Context: an optimization exercise on an open-source flow, tuned for small area, a short achievable clock period and few clock cycles per item. The choices shown serve that exercise and are no tape-out recipe. The RTL was checked by simulation tests, not by an equivalence proof against the original design. No activity file was given, so power comes from the tool's default toggle rates.

==> flow/design.v (excerpt) <==
module mars_core (
    input  wire        clk,
    input  wire        rst,
    input  wire        cmd_valid,
    output wire        cmd_ready,
    input  wire [2:0]  cmd_op,
    input  wire [15:0] cmd_a,
    input  wire [31:0] cmd_data,
    output reg         rsp_valid,
    output reg  [3:0]  rsp_code,
    output reg  [31:0] rsp_data,
    output reg  [1:0]  rsp_h,
    output reg  [7:0]  rsp_id,
    output reg  [5:0]  rsp_addr
);
For scale: ~9400 cells after synthesis, roughly 2500 flip-flops, roughly 140000 µm² of cells after synthesis.
clock: 10.0 ns
lec_check: 0
cap_margin: 10
cell_pad_in_sites_detail_placement: 1
cell_pad_in_sites_global_placement: 1
core_margin: 2
core_utilization: 50
cts_cluster_diameter: 100
cts_cluster_size: 18
setup_slack_margin: 5
slew_margin: 10
tns_end_percent: 0
run.sh (not shown) runs the stock make flow with config.mk's settings and CLKGATE_MAP_FILE= SYNTH_SCRIPT=/design/flow/synth_recipe.tcl, a recipe that flattens the netlist after the stock synthesis.
The first run finished but failed the layout checks on capacitance limit, slew limit.
Testbench counts at the start, summed over its fixed seeds: cycles 7,283, ticks 5,572.
Edit:
==> flow/config.mk (replaced) <==
export PLATFORM = sky130hd
export DESIGN_NAME = mars_core
export DESIGN_NICKNAME = mars_core
export VERILOG_FILES = /design/flow/design.v
export SDC_FILE = /design/flow/constraint.sdc
export NUM_CORES = 4
export LEC_CHECK = 0
export CAP_MARGIN = 20
export CELL_PAD_IN_SITES_DETAIL_PLACEMENT = 1
export CELL_PAD_IN_SITES_GLOBAL_PLACEMENT = 1
export CORE_MARGIN = 2
export CORE_UTILIZATION = 50
export SETUP_SLACK_MARGIN = 4.5
export SLEW_MARGIN = 20
export TNS_END_PERCENT = 0
After rerunning: With this change the flow ran to the end with no violations; die area is unchanged; wire length increases by 2.5%; utilization increases by 2.2 points; area after synthesis stays the same; cell count increases by about 2.8%; first-iteration DRC count increases by about 3.4%; power increases by 14%; clock power increases by 57%; global-route usage increases by 1.5 points.

---

Starting RTL as in the previous note.
==> flow/config.mk <==
export PLATFORM = sky130hd
export DESIGN_NAME = mars_core
export DESIGN_NICKNAME = mars_core
export VERILOG_FILES = /design/flow/design.v
export SDC_FILE = /design/flow/constraint.sdc
export NUM_CORES = 4
export LEC_CHECK = 0
export CAP_MARGIN = 20
export CELL_PAD_IN_SITES_DETAIL_PLACEMENT = 1
export CELL_PAD_IN_SITES_GLOBAL_PLACEMENT = 1
export CORE_MARGIN = 2
export CORE_UTILIZATION = 45
export CTS_CLUSTER_DIAMETER = 100
export CTS_CLUSTER_SIZE = 18
export SETUP_SLACK_MARGIN = 5
export SLEW_MARGIN = 20
export TNS_END_PERCENT = 0
==> flow/constraint.sdc <==
create_clock -name core_clock -period 10.0 [get_ports {clk}]
set_input_delay 2.0000 -clock core_clock [delete_from_list [all_inputs] [get_ports {clk}]]
set_output_delay 2.0000 -clock core_clock [all_outputs]
set_load 0.01 [all_outputs]
The starting point completed with no timing, DRC or antenna violations.
Testbench counts at the start, summed over its fixed seeds: cycles 7,283, ticks 5,572.
Change:
Settings changed: CORE_UTILIZATION 45 to 50, SETUP_SLACK_MARGIN 5 to 4.5.
The changed run produced a clean layout. Cell area falls slightly. Worst setup slack degrades by 0.054 ns. Wire length falls by a few percent. Sequential cell count does not change. Via count rises slightly. Synthesized cell count is unchanged. Register-to-register slack degrades by 0.05 ns. Global-route usage rises by 4.1 points. Total power falls slightly.
Change:
Settings changed: SETUP_SLACK_MARGIN 4.5 to 5.
Outcome:
- The changed run completed without violations
- sequential cell count is unchanged
- clock power hardly moves
- final cell count hardly moves
- global-route usage decreases by 1.3 points
- non-clock buffer count decreases by 22
- power decreases by 0.56%
- routed wire length decreases by 1.7%
- worst setup slack gains 0.14 ns
Change:
Settings changed: CTS_CLUSTER_DIAMETER 100 to 110, CTS_CLUSTER_SIZE 18 to 22.
Result: The changed run finished with timing, DRC and antenna clean. Routed wire length increases by 0.36%. Area after synthesis stays the same. Via count increases by 0.59%. Flip-flop and latch count does not change. Setup slack got worse by 0.078 ns. Cell area barely changes. Global-route usage barely changes. Power decreases by 1.7%. Hold slack hardly moves. Combinational power hardly moves.

-- what the ideal ports hide --
How much do the figures lean on ideal ports? The routed layouts below were timed once more, with nothing changed but the port constraints.
Step 1 sets driving cells, clkbuf_16 on the clock port and buf_2 on the other inputs (assumed; they add their load-dependent delay and slew).
Step 2 moves the port delays by t, midway between the first and last clock arrival at a register: inputs arrive t later, outputs are due t later. That takes back most of the time a late clock gives input paths.
Slacks: ideal / step 1 / step 2; pairs: ideal / step 1.
| run | t (ns) | setup WS [ns] | worst slew at a driven data input, ns |
|---|---|---|---|
| the first run of note 1 | 1.027 | 3.853 / 3.853 / 3.853 | 0.16 |
| the second run of note 1 | 1.042 | 3.846 / 3.846 / 3.846 | 0.16 |
| the first run of note 2 | 1.010 | 3.812 / 3.812 / 3.812 | 0.12 |
| the second run of note 2 | 1.038 | 3.758 / 3.758 / 3.758 | 0.18 |
| the third run of note 2 | 1.024 | 3.895 / 3.895 / 3.895 | 0.16 |
| the fourth run of note 2 | 0.998 | 3.816 / 3.816 / 3.816 | 0.15 |
